This is an optimization exercise on Yosys and OpenROAD, whose aim is small area, a short achievable clock period and few clock cycles per item, not a production implementation.
In this exercise RTL edits were held to simulation tests only and were not proved equivalent to the original.

[design.v]
module cifrari_add32 (
    input  wire [31:0] a,
    input  wire [31:0] b,
    input  wire        ci,
    output wire [31:0] s
);
    wire [31:0] p = a ^ b;
    wire [31:0] g0 = a & b;
    wire [31:0] gl [0:5];
    wire [31:0] pl [0:5];
    assign gl[0] = {g0[31:1], g0[0] | (p[0] & ci)};
    assign pl[0] = p;
    genvar k, i;
    generate
        for (k = 0; k < 5; k = k + 1) begin : lvl
            for (i = 0; i < 32; i = i + 1) begin : bit_
                if ((i >> k) & 1) begin : comb
                    localparam integer J = ((i >> k) << k) - 1;
                    assign gl[k+1][i] = gl[k][i] | (pl[k][i] & gl[k][J]);
                    assign pl[k+1][i] = pl[k][i] & pl[k][J];
                end else begin : pass
                    assign gl[k+1][i] = gl[k][i];
                    assign pl[k+1][i] = pl[k][i];
                end
            end
        end
    endgenerate
    assign s = p ^ {gl[5][30:0], ci};
endmodule
module cifrari_perm (
    input  wire         clk,
    input  wire         rst,
    input  wire         in_valid,
    output wire         in_ready,
    input  wire [511:0] in_block,
    output wire         out_valid,
    output wire [511:0] out_block
);
    function automatic [31:0] rotl11(input [31:0] v); rotl11 = {v[20:0], v[31:21]}; endfunction
    function automatic [31:0] rotl17(input [31:0] v); rotl17 = {v[14:0], v[31:15]}; endfunction
    function automatic [31:0] rotl13(input [31:0] v); rotl13 = {v[18:0], v[31:19]}; endfunction
    function automatic [31:0] rotl7 (input [31:0] v); rotl7  = {v[24:0], v[31:25]}; endfunction
    reg  [511:0] r1;           
    reg  [511:0] r2;           
    reg  [511:0] r3;           
    reg          busy1, busy2, busy3, done1;
    reg          rdy;          
    reg  [5:0]   cnt1, cnt2, cnt3;   
    wire [511:0] s1, s2, s3;   
    wire [511:0] p3;           
    genvar g, r, j;
    generate
        for (g = 0; g < 4; g = g + 1) begin : mix
            wire [31:0] a  = r1[32*(g     ) +: 32];
            wire [31:0] b  = r1[32*(g +  4) +: 32];
            wire [31:0] c  = r1[32*(g +  8) +: 32];
            wire [31:0] d  = r1[32*(g + 12) +: 32];
            wire [31:0] nc = ~c;
            wire [31:0] a1, b1;
            cifrari_add32 u_a1 (.a(a), .b(b), .ci(1'b0), .s(a1));
            cifrari_add32 u_b1 (.a(b), .b(nc), .ci(1'b1), .s(b1));
            assign s1[32*(g     ) +: 32] = a1;
            assign s1[32*(g +  4) +: 32] = rotl17(b1);
            assign s1[32*(g +  8) +: 32] = rotl11(nc);        
            assign s1[32*(g + 12) +: 32] = d ^ a1;            
            wire [31:0] xa = r2[32*(g     ) +: 32];
            wire [31:0] xb = r2[32*(g +  4) +: 32];
            wire [31:0] xc = r2[32*(g +  8) +: 32];
            wire [31:0] xd = r2[32*(g + 12) +: 32];
            wire [31:0] a2, d2;
            cifrari_add32 u_a2 (.a(xa), .b(xc), .ci(1'b1), .s(a2));    
            cifrari_add32 u_d2 (.a(xd), .b(xb), .ci(1'b0), .s(d2));    
            assign s2[32*(g     ) +: 32] = ~rotl13(a2);       
            assign s2[32*(g +  4) +: 32] = ~(xb ^ d2);        
            assign s2[32*(g +  8) +: 32] = xc ^ xd;           
            assign s2[32*(g + 12) +: 32] = d2;
            wire [31:0] ya = r3[32*(g     ) +: 32];
            wire [31:0] yb = r3[32*(g +  4) +: 32];
            wire [31:0] yc = r3[32*(g +  8) +: 32];
            wire [31:0] yd = r3[32*(g + 12) +: 32];
            wire [31:0] ds = yd ^ yc ^ ya;
            wire [31:0] dc = (yd & yc) | (yd & ya) | (yc & ya);
            wire [31:0] bs = yb ^ yc ^ ya;
            wire [31:0] bc = (yb & yc) | (yb & ya) | (yc & ya);
            wire [31:0] d3, nb4, c4;
            cifrari_add32 u_d3 (.a(ds), .b({dc[30:0], 1'b1}), .ci(1'b1), .s(d3));
            cifrari_add32 u_b4 (.a(bs), .b({bc[30:0], 1'b1}), .ci(1'b1), .s(nb4));
            cifrari_add32 u_c4 (.a(yb), .b(32'd0), .ci(1'b1), .s(c4));
            assign s3[32*(g     ) +: 32] = ~(ya ^ d3);
            assign s3[32*(g +  4) +: 32] = ~nb4;
            assign s3[32*(g +  8) +: 32] = c4;
            assign s3[32*(g + 12) +: 32] = rotl7(d3);
        end
        for (r = 0; r < 4; r = r + 1) begin : prow
            for (j = 0; j < 4; j = j + 1) begin : pcol
                assign p3[32*(4*r + j) +: 32] = s3[32*(4*r + ((r - j + 4) % 4)) +: 32];
            end
        end
    endgenerate
    wire free3 = !busy3;
    always @(posedge clk) begin
        r2 <= s1;
        r3 <= s2;
        r1 <= free3 ? in_block : p3;
    end
    always @(posedge clk) begin
        if (rst) begin
            busy1 <= 1'b0;
            busy2 <= 1'b0;
            rdy   <= 1'b1;
            busy3 <= 1'b0;
            done1 <= 1'b0;
        end else begin
            busy2 <= busy1 && !done1;
            busy3 <= busy2;
            rdy   <= !busy2;
            busy1 <= free3 ? in_valid : busy3;
            done1 <= busy3 && (cnt3 == 6'd39);
        end
    end
    always @(posedge clk) begin
        cnt2 <= cnt1;
        cnt3 <= cnt2;
        cnt1 <= free3 ? 6'd0 : cnt3 + 6'd1;
    end
    assign in_ready  = rdy;
    assign out_valid = done1;
    assign out_block = r1;
endmodule
[flow/run.sh]
#!/bin/bash
set -euo pipefail
MARGIN=10.2
bash standard.sh SETUP_SLACK_MARGIN=$MARGIN \
    "BUFFER_PORTS_ARGS=-buffer_cell sky130_fd_sc_hd__buf_1" \
    finish > standard.log 2>&1
[standard.sh]
#!/bin/bash
# synth_recipe.tcl (not shown) runs the flow's synth.tcl, then flattens the netlist and writes it again
# the make line also repeats each setting of config.mk as NAME=value (left out here)
make -C /OpenROAD-flow-scripts/flow DESIGN_CONFIG=/design/flow/config.mk WORK_HOME=/design/flow/orfs CLKGATE_MAP_FILE= SYNTH_SCRIPT=/design/flow/synth_recipe.tcl "${@:-finish}"
[config.mk]
export PLATFORM = sky130hd
export DESIGN_NAME = cifrari_perm
export DESIGN_NICKNAME = cifrari_perm
export VERILOG_FILES = /design/flow/design.v
export SDC_FILE = /design/flow/constraint.sdc
export NUM_CORES = 4
export LEC_CHECK = 0
export CAP_MARGIN = 40
export CORE_MARGIN = 2
export CORE_UTILIZATION = 55
export CTS_CLUSTER_DIAMETER = 80
export CTS_CLUSTER_SIZE = 20
export PLACE_DENSITY = 0.65
export SETUP_SLACK_MARGIN = 0.3
export SLEW_MARGIN = 40
[constraint.sdc]
create_clock -name core_clock -period 14.5 [get_ports {clk}]
set_input_delay 2.9000 -clock core_clock [delete_from_list [all_inputs] [get_ports {clk}]]
set_output_delay 2.9000 -clock core_clock [all_outputs]
set_load 0.01 [all_outputs]
==> results_dict.tcl, run 1 <==
set metrics [dict create \
    clock_skew_ns 0.0352 \
    tns_ns 0 \
    antenna_found_initial 71 \
    ys_async_sr_fraction 0 \
    critPathKind "register to primary output" \
    hp-class "register to register" \
    grt_max_degree 97 \
    slowest_stage "dfxtp_4" \
    vias 63500 \
    nets 10100 \
    grt_pass1_vias 59800 \
    synthFlopType "dfxtp_1" \
    start_util 0.552 \
    htreeDepth 3 \
    totalWireLength_um 373000 \
    start_kind "register" \
    synth.net_count 9002 \
    synth-seq-cells 1559 \
    grt_first_pass_wirelength_um 488000 \
    drive_above_1_share 0.117 \
    cts_tree "built" \
    final-instance-count-excl-fill 10500 \
    cpPeakStageDelay_ns 0.52 \
    synth_top_area_share 0.401 \
    required_ns 11.60 \
    overflow 0 \
    crit_path_end_kind "primary output" \
    synthCells 7386 \
    dr.pass1.iters 6 \
    ys_types 68 \
    die_w_um 380 \
    drc 0 \
    cts-root-buf "clkbuf_16" \
    synth_edf_count 0 \
    cts.sinks 1559 \
    viasPerCell 6.07 \
    setup_viol 0 \
    die_area_sq_um 144000 \
    synth.avg_cell_area_sq_um 10.5 \
    coreArea_sq_um 141000 \
    rsz0062_at_grt "yes" \
    drt_iter0_markers 8421 \
    tightest_slew_ns 1.08 \
    postCtsHoldBufs 0 \
    hpwl_um 322000 \
    ctsLongestPathBuffers 3 \
    portBuffers 1028 \
    final_util 0.633 \
    fin_crit_sh 0.299 \
    fmax_ghz 0.231 \
    critPathBufInv 1 \
    crit_arrival_ns 1.43 \
    syn_area_sq_um 77800 \
    fin_crit_ns 4.33 \
    outcome "finished clean" \
    syn_to_final_growth_pct 14.7 \
    grt_usage 0.501 \
    synthTopCellsByArea "dfxtp_1, ha_1, fa_1" \
    cp_max_fo 2 \
    relSlewSlack 0.275 \
    drv_slew 0 \
    clk_pin_slew_ns 0.09 \
    cp_top_family "flip-flops" \
    final_cell_mix "dfxtp_1, buf_1, ha_1" \
    numCtsBuffers 99 \
    place.gp.congestion 1.13 \
    clock_latency_ns 0.75 \
    wire_per_inst_um 35.6 \
    layout_commonest_cell "dfxtp_1" \
    synth_top_cell_by_area "dfxtp_1" \
    die_y_um 380 \
    maxCapViolations 0 \
    ios 1029 \
    yosysWarnings 2 \
    hold_viol 0 \
    std_cell_rows 138 \
    final_antenna_net_count 0 \
    dp_cells 10200 \
    yosysSeqAreaShare 0.401 \
    cp_cell_sequence "buf_6" \
]
## metrics by stage
stage / hold WS [ns] / worst slack [ns] / area (sq um)
final: 0.319 / 10.17 / 89300
after global routing: 0.333 / 10.13 / 89200
after CTS: 0.329 / 10.16 / 88800
after detailed placement: 0.312 / 9.69 / 84200
after global placement: 0.310 / 9.63 / 83900
after floorplan: 0.310 / 10.91 / 77800
## synthesized netlist by cell type (84+ instances only)
master,n
nor3_1,115
nor2b_1,84
nor2_1,545
xor2_1,478
a21o_1,200
a21oi_1,509
o21a_1,108
xnor2_1,690
mux2_2,248
o21ai_0,193
fa_1,360
nand3_1,98
ha_1,741
inv_1,599
dfxtp_1,1559
nand2_1,181
## registers in the layout, indices dropped and copies added, names as in the netlist
name   cells
r1       512
busy3      1
r2       512
r3       512
busy1      1
cnt1       6
cnt3       6
busy2      1
rdy        1
done1      1
cnt2       6
## final timing paths
kind	startpoint	endpoint	slack, ns	cells after the start
setup / recovery	r1[125]	out_block[125]	10.17	1
hold reg to reg	cnt1[4]	cnt2[4]	0.32	0
setup reg to reg	r3[64]	r1[246]	10.20	14
hold / removal	cnt1[4]	cnt2[4]	0.32	0
## kinds of logic after synthesis
group,share of synthesized area
fa+ha+maj,0.212
mux,0.0360
buf+inv,0.0332
flops,0.401
xor+xnor,0.134
compound gates,0.103
simple gates,0.0809
## final cells by class
type / count / area (sq um)
Inverter: 599 / 2250
Multi-Input combinational cell: 5138 / 44800
Timing Repair Buffer: 1102 / 4680
Sequential cell: 1559 / 32000
Antenna cell: 32 / 80.1
Tap cell: 1890 / 2360
Clock inverter: 37 / 472
Fill cell: 11700 / 51600
Clock buffer: 110 / 2610
## per-layer routing
| metal | vias to the layer above | GRT usage | wire length (um) |
|---|---|---|---|
| li1 | 27100 | - | - |
| met2 | 4530 | 0.672 | 143000 |
| met3 | 923 | 0.196 | 54700 |
| met4 | 32 | 0.385 | 34900 |
| met5 | - | 0 | 253 |
| met1 | 31000 | 0.642 | 140000 |
## timing repair
item,4_1_cts,5_1_grt
pin swaps,0,6
endpoints found under the setup margin,385,109
setup buffers,37,6
gates resized for setup,593,60
Testbench counts, summed over its fixed seeds: cycles 21,640, items 512.
==> inputs of run 2 (changes only) <==
--- a/design.v
+++ b/design.v
@@ -70,11 +70,12 @@
             wire [31:0] a2, d2;
             cifrari_add32 u_a2 (.a(xa), .b(xc), .ci(1'b1), .s(a2));    
             cifrari_add32 u_d2 (.a(xd), .b(xb), .ci(1'b0), .s(d2));    
-            assign s2[32*(g     ) +: 32] = ~rotl13(a2);       
+            assign s2[32*(g     ) +: 32] = rotl13(a2);        
             assign s2[32*(g +  4) +: 32] = ~(xb ^ d2);        
             assign s2[32*(g +  8) +: 32] = xc ^ xd;           
             assign s2[32*(g + 12) +: 32] = d2;
-            wire [31:0] ya = r3[32*(g     ) +: 32];
+            wire [31:0] pa = r3[32*(g     ) +: 32];
+            wire [31:0] ya = ~pa;
             wire [31:0] yb = r3[32*(g +  4) +: 32];
             wire [31:0] yc = r3[32*(g +  8) +: 32];
             wire [31:0] yd = r3[32*(g + 12) +: 32];
@@ -86,7 +87,7 @@
             cifrari_add32 u_d3 (.a(ds), .b({dc[30:0], 1'b1}), .ci(1'b1), .s(d3));
             cifrari_add32 u_b4 (.a(bs), .b({bc[30:0], 1'b1}), .ci(1'b1), .s(nb4));
             cifrari_add32 u_c4 (.a(yb), .b(32'd0), .ci(1'b1), .s(c4));
-            assign s3[32*(g     ) +: 32] = ~(ya ^ d3);
+            assign s3[32*(g     ) +: 32] = pa ^ d3;
             assign s3[32*(g +  4) +: 32] = ~nb4;
             assign s3[32*(g +  8) +: 32] = c4;
             assign s3[32*(g + 12) +: 32] = rotl7(d3);
==> flow/run.sh (replaced) <==
#!/bin/bash
set -euo pipefail
MARGIN=10.3
bash standard.sh SETUP_SLACK_MARGIN=$MARGIN \
    "BUFFER_PORTS_ARGS=-buffer_cell sky130_fd_sc_hd__buf_1" \
    finish > standard.log 2>&1
--- a/config.mk
+++ b/config.mk
@@ -7,9 +7,9 @@
 export LEC_CHECK = 0
 export CAP_MARGIN = 40
 export CORE_MARGIN = 2
-export CORE_UTILIZATION = 55
+export CORE_UTILIZATION = 65
 export CTS_CLUSTER_DIAMETER = 80
 export CTS_CLUSTER_SIZE = 20
-export PLACE_DENSITY = 0.65
+export PLACE_DENSITY = 0.75
 export SETUP_SLACK_MARGIN = 0.3
 export SLEW_MARGIN = 40
==> results_dict.tcl, run 2 <==
set metrics [dict create \
    grt_usage 0.592 \
    grt_pass1_vias 67100 \
    cts_tree "built" \
    synth.net_count 9736 \
    postCtsHoldBufs 0 \
    grt_first_pass_wirelength_um 510000 \
    maxCapViolations 0 \
    synth.avg_cell_area_sq_um 9.92 \
    grt_max_degree 144 \
    required_ns 11.60 \
    antenna_found_initial 88 \
    cp_max_fo 2 \
    nets 11100 \
    yosysWarnings 2 \
    totalWireLength_um 386000 \
    ctsLongestPathBuffers 3 \
    overflow 0 \
    outcome "finished clean" \
    hp-class "register to register" \
    synth_top_cell_by_area "dfxtp_1" \
    tightest_slew_ns 1.08 \
    fmax_ghz 0.226 \
    drive_above_1_share 0.172 \
    fin_crit_ns 4.42 \
    portBuffers 1028 \
    hpwl_um 320000 \
    setup_viol 0 \
    dr.pass1.iters 9 \
    clk_pin_slew_ns 0.09 \
    hold_viol 0 \
    syn_to_final_growth_pct 17.4 \
    viasPerCell 6.37 \
    dp_cells 10700 \
    start_kind "register" \
    synthCells 8120 \
    cp_cell_sequence "buf_6" \
    std_cell_rows 129 \
    yosysSeqAreaShare 0.387 \
    die_area_sq_um 127000 \
    syn_area_sq_um 80600 \
    drv_slew 0 \
    layout_commonest_cell "inv_1" \
    wire_per_inst_um 34.6 \
    ys_types 85 \
    crit_path_end_kind "primary output" \
    reg.largest.list "r1 (512), r2 (512), r3 (512)" \
    ys_async_sr_fraction 0 \
    ios 1029 \
    synth_top_area_share 0.387 \
    r2r_cells 12 \
    synthFlopType "dfxtp_1" \
    cpPeakStageDelay_ns 0.55 \
    clock_latency_ns 0.80 \
    yosysMostFrequentCell "dfxtp_1" \
    rsz0062_at_grt "yes" \
    cts.sinks 1559 \
    coreArea_sq_um 123000 \
    slowest_stage "dfxtp_4" \
    die_w_um 356 \
    vias 71100 \
    synthTopCellsByArea "dfxtp_1, ha_1, fa_1" \
    htreeDepth 3 \
    synth_edf_count 0 \
    cts-root-buf "clkbuf_16" \
    synth_common_cells "dfxtp_1, inv_1, ha_1, xnor2_1, nor2_1" \
    final-instance-count-excl-fill 11200 \
    tns_ns 0 \
    final_cell_mix "inv_1, dfxtp_1, ha_1" \
    cp_top_family "flip-flops" \
    die_y_um 356 \
    fin_crit_sh 0.305 \
    clock_skew_ns 0.0541 \
    crit_arrival_ns 1.52 \
    drc 0 \
    final_antenna_net_count 0 \
    critPathKind "register to primary output" \
    start_util 0.653 \
    whs_path_depth 0 \
    crit_cells 1 \
    numCtsBuffers 90 \
    relSlewSlack 0.272 \
    place.gp.congestion 1.17 \
    drt_iter0_markers 10900 \
    synth-seq-cells 1559 \
    critPathBufInv 1 \
]
## run 2: changes by cell type in the layout (fill, tap and decap cells not counted), moves of 69 or more
cell	change
dfxtp_1	-122
inv_1	+598
a21oi_1	+91
buf_4	+240
buf_1	-397
dfxtp_4	+171
mux2_2	-69
buf_2	+180
buf_6	+149
## run 2: cell type report
class	instances	area, sq um
clock buffer	97	2330
sequential	1559	32600
antenna	64	160
timing repair buffer	1330	7890
fill	8372	28700
multi-input combinational	5257	44800
clock inverter	19	223
tap	1637	2050
inverter	1197	4500
## run 2: metal layers
metal  vias to the layer above  GRT usage  wire (um)
li1                      29300          -          -
met1                     33500      0.665     124000
met2                      6195      0.795     146000
met3                      2042      0.278      63300
met4                        60      0.620      52000
met5                         -          0        379
## run 2: worst register-to-register path, stage by stage, from the launching register on
cell      delay, ns
dfxtp_1        0.39
fa_1           0.62
inv_1          0.06
ha_1           0.27
nor2b_1        0.20
o2111a_1       0.28
o31ai_4        0.13
o41a_1         0.55
o31ai_2        0.39
a21oi_1        0.19
xnor2_1        0.65
xnor2_1        0.28
a21oi_1        0.12
## run 2: per-stage QoR
step / worst slack (ns) / util / instance area [sq um] / hold slack (ns)
CTS: 10.14 / 0.760 / 93700 / 0.325
global route: 10.13 / 0.766 / 94400 / 0.327
finish: 10.08 / 0.767 / 94600 / 0.322
global placement: 9.90 / 0.700 / 86300 / 0.310
floorplan: 11.05 / - / 80600 / 0.310
detailed placement: 9.96 / 0.700 / 86400 / 0.316
## run 2: path summary, 6_finish.rpt
kind	from	end	slack, ns
max	r1[159]	out_block[159]	10.08
min	cnt2[4]	cnt3[4]	0.32
max reg2reg	r3[2]	r1[22]	10.27
min reg2reg	cnt2[4]	cnt3[4]	0.32
## run 2: repair_timing
item	in CTS	in global routing
pin swaps	1	3
resized for setup	1341	150
endpoints found under the setup margin	456	253
setup buffers	248	27
## run 2: cells by family after synthesis
logic type,synth area share
muxes,0.0253
AOI/OAI and AO/OA,0.106
buffers and inverters,0.0609
DFF,0.387
xor gates and xnor gates,0.130
adders and majority gates,0.205
and+or+nand+nor,0.0851
Testbench counts of run 2, summed over its fixed seeds: cycles 21,640, items 512.

what the ideal ports hide:
The results above use ideal ports. As a check the final layouts listed here were re-extracted and re-timed, cells and wires unchanged.
Step 1 (the two cells are an assumption about what drives the block):
set clk [get_ports {clk}]
set_driving_cell -lib_cell sky130_fd_sc_hd__clkbuf_16 $clk
set_driving_cell -lib_cell sky130_fd_sc_hd__buf_2 [delete_from_list [all_inputs] $clk]
Step 2, shift: input delay + t, output delay - t, t = (earliest + latest rising clock arrival at the registers) / 2. This alone moves slack from input paths to output paths.
a / b / c = ideal ports / drivers / drivers and shift; a / b = the first two.
run | shift t [ns] | setup WS [ns] | hold WS [ns] | latest minus earliest clock arrival (ns)
run 1 | 0.829 | 10.169 / 10.077 / 10.203 | 0.319 / 0.319 / 0.319 | 0.037 / 0.037
run 2 | 0.865 | 10.078 / 9.984 / 10.004 | 0.322 / 0.322 / 0.322 | 0.057 / 0.057
After both steps setup and hold are still met in every run listed. For run 2, which loses most, drivers alone change the setup slack by -0.094 ns; drivers and shift together by -0.074 ns.
